What follows belongs to an exercise in optimizing a design on an open flow for small area, a short achievable clock period and few clock cycles; a production flow would make more cautious choices. Only simulation tests tie the RTL to the original design; equivalence was not proved.

## flow/design.v (module list and top-level ports; edited modules follow where they fit)
// module rg_div: 87 lines
// module rot_geom: 900 lines
module rot_geom (
    input  wire        clk,
    input  wire        rst,         
    input  wire        start,
    input  wire        op,          
    input  wire [15:0] w,
    input  wire [15:0] h,
    input  wire [15:0] sin_q,       
    input  wire [15:0] cos_q,       
    output wire        busy,
    output wire        done,
    output wire [7:0]  errcode,
    output wire [31:0] res_a,       
    output wire [31:0] res_b        
);
  // ...
==> flow/flow/run.sh <==
#!/bin/bash
set -o pipefail
bash standard.sh SETUP_SLACK_MARGIN=9 TNS_END_PERCENT=10 finish > std_flow.log 2>&1
==> flow/standard.sh <==
#!/bin/bash
# synth_recipe.tcl (not shown) runs the flow's synth.tcl, then flattens the netlist and writes it again
# the make line also repeats each setting of config.mk as NAME=value (left out here)
make -C /OpenROAD-flow-scripts/flow DESIGN_CONFIG=/design/flow/config.mk WORK_HOME=/design/flow/orfs CLKGATE_MAP_FILE= SYNTH_SCRIPT=/design/flow/synth_recipe.tcl "${@:-finish}"
==> flow/config.mk <==
export PLATFORM = sky130hd
export DESIGN_NAME = rot_geom
export DESIGN_NICKNAME = rot_geom
export VERILOG_FILES = /design/flow/design.v
export SDC_FILE = /design/flow/constraint.sdc
export NUM_CORES = 4
export LEC_CHECK = 0
export CAP_MARGIN = 40
export CORE_MARGIN = 2
export CORE_UTILIZATION = 40
export PLACE_DENSITY = 0.6
export SLEW_MARGIN = 30
==> flow/constraint.sdc <==
create_clock -name core_clock -period 13.0 [get_ports {clk}]
set_input_delay 2.6000 -clock core_clock [delete_from_list [all_inputs] [get_ports {clk}]]
set_output_delay 2.6000 -clock core_clock [all_outputs]
set_load 0.01 [all_outputs]
==> summary.md, run 1 <==
| Metric | Value |
|---|---|
| Status | `finished clean` |
| Yosys warns | `2` |
| Largest class | `multi-input gates` |
| Min Tclk post-route | `approximately 5500 ps` |
| H-tree Lvls | `2` |
| Most common library cells after synthesis | `a21oi_1, nor2_1, nand2_1` |
| Final setup violation count | `0` |
| GR Layer Usage met1 | `between 40% and 50%` |
| Tap cell count | `1536` |
| Slew Limit Headroom | `approximately 32%` |
| Fin Clk Skew | `between 15 and 20 ps` |
| Most used DFF post-synth | `dfxtp_1` |
| Post-synth ARST share | `0%` |
| Post-route setup slack | `about 7500 ps` |
| # diodes | `0` |
| Mean post-synth cell area | `approximately 8.0 um2` |
| MaxCap Viol Count | `0` |
| End point of the critical path | `u_db.P[30]` |
| Tot GR Track Use | `32.7%` |
| Worst hold path startpoint | `p1_ds[2]` |
| Drt pass-1 iters | `7` |
| Pin count of the biggest net entering global routing | `56` |
| Cells after Synth | `5958` |
| Top cells by area, synth | `edfxtp_1, dfxtp_1, fa_1` |
| Clock latency on the worst-skew pair | `around 630 ps` |
| Top Metal Used | `met5` |
| Seq/Total Area, Yosys | `a little over a fifth` |
| Clk tree area frac | `approximately 3.1%` |
| Die Ht | `around 350 um` |
| Sequential share of cell area | `18.2%` |
| #MultiIn Comb | `about 4700` |
| Hold_buf cts | `0` |
| Number of antenna violations at the first check in global routing | `2` |
| WL final | `a little over 200000 um` |
| Synth Area in Compound Gates | `between 20% and 30%` |
Testbench counts, summed over its fixed seeds: cycles 20,186.
==> module rg_div, before the edit <==
module rg_div (
    input  wire        clk,
    input  wire        ld_r,       
    input  wire [30:0] ld_rv,
    input  wire        ld_neg,
    input  wire        ld_d,       
    input  wire [30:0] ld_dv,
    input  wire        ld_q,       
    input  wire [31:0] ld_qv,
    input  wire        go,         
    input  wire        al_fb,
    input  wire [30:0] al_m,       
    input  wire [30:0] al_r0,
    input  wire [2:0]  al_k0,      
    input  wire        f15,
    input  wire        kill,
    output reg  [31:0] Q,
    output wire [30:0] R,
    output reg  [30:0] D,
    output reg         neg,
    output reg         act,
    output wire        last
);
    reg [31:0] P;
    reg [4:0]  k;           
    reg [4:0]  str;         
    reg        b1q, b2q;    
    reg        incp;        
    assign R = P[30:0];
    wire        s1  = ~P[31];
    wire [32:0] A1w = {P[30:0], b1q, s1} + {({1'b0, D} ^ {32{s1}}), s1};
    wire [31:0] A1  = A1w[32:1];
    wire        q1  = ~A1[31];
    wire [32:0] A2w = {A1[30:0], b2q, 1'b1} + {~{1'b0, D}, 1'b1};
    wire [31:0] A2s = A2w[32:1];
    wire [31:0] A2a = {A1[30:0], b2q} + {1'b0, D};
    wire [31:0] A2  = q1 ? A2s : A2a;
    wire        q2  = ~A2[31];
    wire        lastk = (k == 5'd1);
    assign last = act && (incp || (lastk && !neg));
    wire        strn  = (str > 5'd1);       
    always @(posedge clk) begin
        if (kill) begin
            act <= 1'b0;
        end else if (go) begin
            act  <= 1'b1;
            incp <= 1'b0;
            if (al_fb) begin
                P   <= 32'd0;
                Q   <= f15 ? {al_m, neg} : {1'b0, al_m};
                b1q <= f15 ? al_m[30] : 1'b0;
                b2q <= f15 ? al_m[29] : al_m[30];
                k   <= 5'd23;
                str <= 5'd16;
            end else begin
                P   <= {1'b0, al_r0};
                Q   <= 32'd0;
                b1q <= neg;
                b2q <= neg;
                k   <= {2'd0, al_k0};
                str <= 5'd0;
            end
        end else if (act) begin
            if (incp) begin
                Q    <= Q + 32'd1;
                act  <= 1'b0;
                incp <= 1'b0;
            end else begin
                P   <= A2;
                Q   <= {Q[29:0], q1, q2};
                k   <= k - 5'd1;
                str <= str - {4'd0, (str != 5'd0)};
                b1q <= strn ? Q[29] : neg;
                b2q <= strn ? Q[28] : neg;
                if (lastk) begin
                    act  <= neg;
                    incp <= neg;
                end
            end
        end
        if (!go && !act) begin
            if (ld_r) begin P <= {1'b0, ld_rv}; neg <= ld_neg; end
            if (ld_q) Q <= ld_qv;
        end
        if (ld_d) D <= ld_dv;
    end
endmodule
==> run 2: changes to the inputs <==
--- a/flow/design.v
+++ b/flow/design.v
@@ -22,24 +22,26 @@
     output wire        last
 );
     reg [31:0] P;
     reg [4:0]  k;           
     reg [4:0]  str;         
     reg        b1q, b2q;    
     reg        incp;        
     assign R = P[30:0];
-    wire        s1  = ~P[31];
-    wire [32:0] A1w = {P[30:0], b1q, s1} + {({1'b0, D} ^ {32{s1}}), s1};
-    wire [31:0] A1  = A1w[32:1];
-    wire        q1  = ~A1[31];
-    wire [32:0] A2w = {A1[30:0], b2q, 1'b1} + {~{1'b0, D}, 1'b1};
-    wire [31:0] A2s = A2w[32:1];
-    wire [31:0] A2a = {A1[30:0], b2q} + {1'b0, D};
-    wire [31:0] A2  = q1 ? A2s : A2a;
+    reg  [31:0] D3;                     
+    wire        s1  = ~P[31];           
+    wire [31:0] Dx  = {1'b0, D};
+    wire [32:0] A1w = {P[30:0], b1q, s1} + {(Dx ^ {32{s1}}), s1};
+    wire        q1  = ~A1w[32];
+    wire [31:0] Kh  = s1 ? ~D3 : Dx;    
+    wire [31:0] Kl  = s1 ? ~Dx : D3;    
+    wire [32:0] Ahw = {P[29:0], b1q, b2q, s1} + {Kh, s1};
+    wire [32:0] Alw = {P[29:0], b1q, b2q, s1} + {Kl, s1};
+    wire [31:0] A2  = (Ahw[32:1] & {32{q1}}) | (Alw[32:1] & {32{~q1}});
     wire        q2  = ~A2[31];
     wire        lastk = (k == 5'd1);
     assign last = act && (incp || (lastk && !neg));
     wire        strn  = (str > 5'd1);       
     always @(posedge clk) begin
         if (kill) begin
             act <= 1'b0;
         end else if (go) begin
@@ -78,16 +80,17 @@
                 end
             end
         end
         if (!go && !act) begin
             if (ld_r) begin P <= {1'b0, ld_rv}; neg <= ld_neg; end
             if (ld_q) Q <= ld_qv;
         end
         if (ld_d) D <= ld_dv;
+        D3 <= {1'b0, D} + {D, 1'b0};
     end
 endmodule
 module rot_geom (
     input  wire        clk,
     input  wire        rst,         
     input  wire        start,
     input  wire        op,          
     input  wire [15:0] w,
@@ -827,17 +830,19 @@
     reg  [4:0] tA_thin, tB_thin;
     always @(posedge clk) begin
         tA_thin <= tcalc(bitlen16(Sh), bitlen16(dA_thin), 1'b0);
         tB_thin <= tcalc(bitlen16(Sh), bitlen16(dB_thin), 1'b0);
     end
     reg al_sel;           
     wire [30:0] al_m   = al_sel ? RB : RA;
     wire        al_neg = al_sel ? negB : negA;
-    wire [4:0]  al_t   = al_sel ? tB : tA;
+    wire [4:0]  tnA    = tcalc(blmA, bldN, 1'b1);
+    wire [4:0]  tnB    = tcalc(blmB, bldN, 1'b1);
+    wire [4:0]  al_t   = al_sel ? (f15 ? tnB : tB) : (f15 ? tnA : tA);
     wire        al_fb  = al_t[4];
     wire [3:0]  t      = al_t[3:0];
     wire [45:0] shx    = {al_m, {15{al_neg}}} << t;
     wire [30:0] al_r0  = shx[45:15];
     wire [3:0]  kb     = (f15 ? 4'd15 : 4'd14) - t;
     wire [2:0]  al_k0  = kb[3:1];
     wire clr_q = accept;
     wire kill  = rst || accept;
@@ -893,19 +898,16 @@
         end
         if (s2_v && s2_ds == DS_AMB) thin2 <= amb_thin;
         if (wr_ra) blmA <= bl_x;
         if (wr_rb) blmB <= bl_x;
         if (wr_d)  bldN <= bl_x;
         if (thin_ld) begin
             tA <= tA_thin;
             tB <= tB_thin;
-        end else if (f15) begin
-            tA <= tcalc(blmA, bldN, 1'b1);
-            tB <= tcalc(blmB, bldN, 1'b1);
         end
         if (rst) begin
             st_nx   = ST_IDLE;
             p1_v <= 1'b0;
             s2_v <= 1'b0;
         end else begin
             case (st)
                 ST_IDLE, ST_DONE: begin
@@ -934,21 +936,21 @@
                         if (ph == 4'd3) begin
                             f15 <= !thin_now;
                             if (thin_now) begin
                                 goA    <= 1'b1;
                                 al_sel <= 1'b0;
                                 st_nx     = ST_DIV;
                             end
                         end
-                        if (ph == 4'd8 && !amb) begin
+                        if (ph == 4'd7 && !amb) begin
                             goA    <= 1'b1;
                             al_sel <= 1'b0;
                         end
-                        if (ph == 4'd9 && !amb) begin
+                        if (ph == 4'd8 && !amb) begin
                             goB    <= 1'b1;
                             al_sel <= 1'b1;
                             st_nx     = ST_DIV;
                         end
                         if (ph == 4'd10 && amb) begin
                             f15    <= !thin2;
                             goA    <= 1'b1;
                             al_sel <= 1'b0;
==> flow/flow/run.sh (replaced) <==
#!/bin/bash
# The standard layout, with
#  - repair_timing aiming at a shorter period than the clock (setup margin),
#    repairing only the worst endpoints so that the area stays small;
set -o pipefail
bash standard.sh SETUP_SLACK_MARGIN=9.3 TNS_END_PERCENT=10 \
    "BUFFER_PORTS_ARGS=-buffer_cell sky130_fd_sc_hd__buf_4" finish > std_flow.log 2>&1
==> run 2 against run 1 <==
Net effect:
- still clean
- hold slack hardly changed
- sequential share of layout area up 1.0 points
- die area is 7.0% higher
- fmax is 23% higher
- synthesized area is 7.1% higher
- wire length increased by 12%
- clock-buffer cell count rose by 11
- synthesized cell count rose by 6.0%
- via count is 7.6% higher
- critical endpoint is now u_db.P[26]
- highest routed layer unchanged
==> summary.md, run 2 <==
| Metric | Value |
|---|---|
| Status | `finished clean (unchanged)` |
| Hold WS | `327 ps (about the same)` |
| Most used DFF post-synth | `dfxtp_1 (unchanged)` |
| Via count | `51800 (was 48100)` |
| Number of antenna violations at the first check in global routing | `11 (was 2)` |
| Drt pass-1 iters | `8 (was 7)` |
| Slew @ Worst Pin | `1050 ps (was 986 ps)` |
| Tot GR Track Use | `34.1% (was 32.7%)` |
| Mean post-synth cell area | `8.10 um2 (was 8.02 um2)` |
| Hold Crit Class | `reg -> reg (unchanged)` |
| Clock Path Buffers | `3 (unchanged)` |
| CTS tree | `yes (unchanged)` |
| Req. time, crit path | `13560 ps (was 13530 ps)` |
| Final worst path period share | `34.5% (was 42.4%)` |
| Fin Clk Skew | `63.2 ps (was 16.7 ps)` |
| Routed length per instance | `28.1 um (was 26.8 um)` |
| Most common cell after layout, fill and taps aside | `nand2_1 (was a21oi_1)` |
| DP Area | `54300 um2 (was 51100 um2)` |
| Final-report max-slew violation count | `0 (unchanged)` |
| Biggest register | `ms (unchanged)` |
| Most common library cells after synthesis | `nand2_1, a21oi_1, nor2_1 (was a21oi_1, nor2_1, nand2_1)` |
| Filler instances | `12300 (was 11500)` |
| DP Worst Slack | `7360 ps (was 6630 ps)` |
| Min Tclk post-route | `4480 ps (was 5520 ps)` |
| Cells after Synth | `6315 (was 5958)` |
| Most frequent cells in the layout | `nand2_1, nor2_1, a21oi_1 (was a21oi_1, nor2_1, nand2_1)` |
| Top Metal Used | `met5 (unchanged)` |
| Area taken by multi-input logic gates | `38800 um2 (was 36800 um2)` |
| Gr ovfl total | `0 (unchanged)` |
| WL final | `232000 um (was 207000 um)` |
| Max Clk Rate | `223 MHz (was 181 MHz)` |
| Synth top area share | `12.6% (was 10.9%)` |
| Crit path cell chain | `ha_2, fa_2, a21o_1, a21oi_2, xnor2_2, or3b_4, ha_4, xnor2_1, mux4_2, buf_12, buf_12, mux2i_4, mux2i_2, a211o_1, buf_4, o221ai_1, a31oi_1, a21oi_1 (was buf_12, xnor2_2, ha_4, and4_2, a221o_1, a31o_4, a2111oi_4, nor3b_2, nand2b_1, buf_6, nand2_4, xnor2_4, ha_4, inv_2, a21oi_2, o21ai_2, or4_4, a311oi_4, o31ai_4, a2111oi_4, a21oi_2, xnor2_2, nor2_1, o211ai_1)` |
| DRT antenna net count | `0 (unchanged)` |
| DIE WIDTH | `362 um (was 350 um)` |
| Synthesis-to-finish area growth | `19.6% (about the same)` |
| TNS Setup | `0 ps (unchanged)` |
| R2R Setup Slk | `8520 ps (was 7480 ps)` |
| Met3 routed WL | `25900 um (was 22000 um)` |
| Die Ht | `362 um (was 350 um)` |
| Worst path most repeated cell | `buf_12` |
| Number of global-route vias before repair | `48200 (was 45600)` |
| Metal2 WL | `97800 um (was 89500 um)` |
| Core area | `127000 um2 (was 118000 um2)` |
| Hold_buf cts | `0 (unchanged)` |
| Initial drt markers | `6435 (was 6165)` |
| Max incr delay on CP | `490 ps (was 530 ps)` |
| Slew Limit Headroom | `29.2% (was 32.4%)` |
| Top cells by area, synth | `dfxtp_1, edfxtp_1, ha_1 (was edfxtp_1, dfxtp_1, fa_1)` |
| CTS buffer count | `60 (was 53)` |
| FF+latch area | `11700 um2 (was 10400 um2)` |
| WS Path Type | `reg -> reg (unchanged)` |
| Post-synthesis register bit count | `494 (was 431)` |
| Starting Density | `40.2% (was 40.4%)` |
| CP max stage cell | `mux4_2 (was or4_4)` |
| Synthesized cell area | `51100 um2 (was 47800 um2)` |
| I/O Buffers | `136 (unchanged)` |
| Post-synth ARST share | `0% (unchanged)` |
| H-tree Lvls | `2 (unchanged)` |
| Most common cell in the netlist | `nand2_1 (was a21oi_1)` |
| Nets | `7211 (was 6799)` |
| Clock transition at path regs | `60 ps (about the same)` |
| RSZ-0062 raised after global routing | `yes (unchanged)` |
| Critical Path Fanout Max | `6 (unchanged)` |
| Final setup violation count | `0 (unchanged)` |
| Die area | `131000 um2 (was 122000 um2)` |
| Share of layout cells above drive strength 1 | `17.1% (was 14.6%)` |
| EDFF count, synth | `172 (was 173)` |
| Clk sinks | `494 (was 431)` |
| Yosys warns | `2 (unchanged)` |
| HPWL after detailed placement | `171000 um (was 159000 um)` |
| Num ports | `142 (unchanged)` |
| Final Hold Fails | `0 (unchanged)` |
| Area leader, netlist | `dfxtp_1 (was edfxtp_1)` |
| MaxCap Viol Count | `0 (unchanged)` |
| Startpoint Class | `flop (unchanged)` |
| FP Rows | `131 (was 126)` |
| Post-route setup slack | `8520 ps (was 7480 ps)` |
| Pin count of the biggest net entering global routing | `74 (was 56)` |
| Crit. End Element | `flop (unchanged)` |
| DR DRC count | `0 (unchanged)` |
| Global-route wire length before repair | `331000 um (was 301000 um)` |
| Design area | `61200 um2 (was 57100 um2)` |
| Gp weighted congestion | `1.03 (was 1.04)` |
| Metal-1 WL | `90700 um (was 81200 um)` |
| Largest register FFs | `33 (unchanged)` |
| Via density | `6.28 (was 6.22)` |
| Critical Path AT | `5040 ps (was 6050 ps)` |
| Seq/Total Area, Yosys | `22.7% (was 21.7%)` |
| CTS root buf | `clkbuf_16 (unchanged)` |
| Clock latency on the worst-skew pair | `740 ps (was 630 ps)` |
| Netlist cell types | `103 (was 102)` |
run 2: cell type report:
type                       count  share of cell area (%)
timing repair buffer         503                    7.71
tap                         1662                    3.40
timing repair inverter         2                  0.0286
clock inverter                33                   0.567
clock buffer                  81                    2.88
inverter                     450                    2.85
multi-input combinational   5010                    63.4
antenna                        9                  0.0368
sequential                   494                    19.2
run 2: repair_timing:
action	in CTS	in global routing
gates resized for setup	419	157
buffers inserted	158	45
endpoints found under the setup margin	384	370
pin swaps	128	65
cloned	20	3
run 2: cell families (layout without fill, tap and decap cells):
| family | Yosys count | count (layout) | share of synthesized area, % |
|---|---|---|---|
| xor+xnor | 397 | 397 | 6.94 |
| fa+ha+maj | 622 | 622 | 18.7 |
| flops | 494 | 494 | 22.7 |
| other cells | 1 | 15 | 0.00733 |
| mux | 269 | 269 | 5.59 |
| buf+inv | 816 | 1069 | 6.12 |
| compound gates | 1871 | 1871 | 23.3 |
| simple gates | 1845 | 1845 | 16.7 |
run 2: final timing paths:
kind / to / start / cells past startpoint
worst max-delay path: u_db.P[26] / bldN[0] / 18
worst min-delay path: s2_ds[2] / p1_ds[2] / 0
worst max register to register: u_db.P[26] / bldN[0] / 18
worst min register to register: s2_ds[2] / p1_ds[2] / 0
run 2: critical path, delay by kind of cell, from the launching register on:
family	cells	cell delay, ps
DFF	1	460
xor gates and xnor gates	2	220
buffers and inverters	3	480
AOI/OAI and AO/OA	6	940
adders and majority gates	3	770
and+or+nand+nor	1	390
muxes	3	1040
run 2: layer usage:
metal  vias up  global-route usage (%)
li1      22900                       -
met1     25000                    44.2
met2      3138                    51.3
met3       704                    8.36
met4         2                    20.8
met5         -                       0
run 2: per-stage QoR:
stage	std cells	util, %
6_report	8244	48.1
5_1_grt	8239	48.1
4_1_cts	8180	47.2
3_5_place_dp	7888	42.7
3_3_place_gp	7862	42.5
2_1_floorplan	6320	-
Testbench counts of run 2, summed over its fixed seeds: cycles 19,645.

## static timing again, ports no longer ideal
No port has a modelled driver above. Below, the same layouts with a new extraction and two added sets of constraints. Step 1 (the two cells are an assumption about what drives the block):
set clk [get_ports {clk}]
set_driving_cell -lib_cell sky130_fd_sc_hd__clkbuf_16 $clk
set_driving_cell -lib_cell sky130_fd_sc_hd__buf_2 [delete_from_list [all_inputs] $clk]
Step 2, shift: input delay + t, output delay - t, t = (earliest + latest rising clock arrival at the registers) / 2. This alone moves slack from input paths to output paths. Three values: ideal ports, drivers, drivers and shift; two values: the first two.
| run | t, ns | slack for setup (ns) | clock arrival spread, ns | pins driven straight from the clock port |
|---|---|---|---|---|
| run 1 | 0.695 | 7.482 / 7.482 / 7.482 | 0.017 / 0.016 | 1 |
| run 2 | 0.788 | 8.519 / 8.519 / 7.997 | 0.063 / 0.063 | 1 |
After both steps setup and hold are still met in every run listed. For run 2, which loses most, drivers alone change the setup slack by 0.000 ns; drivers and shift together by -0.522 ns.
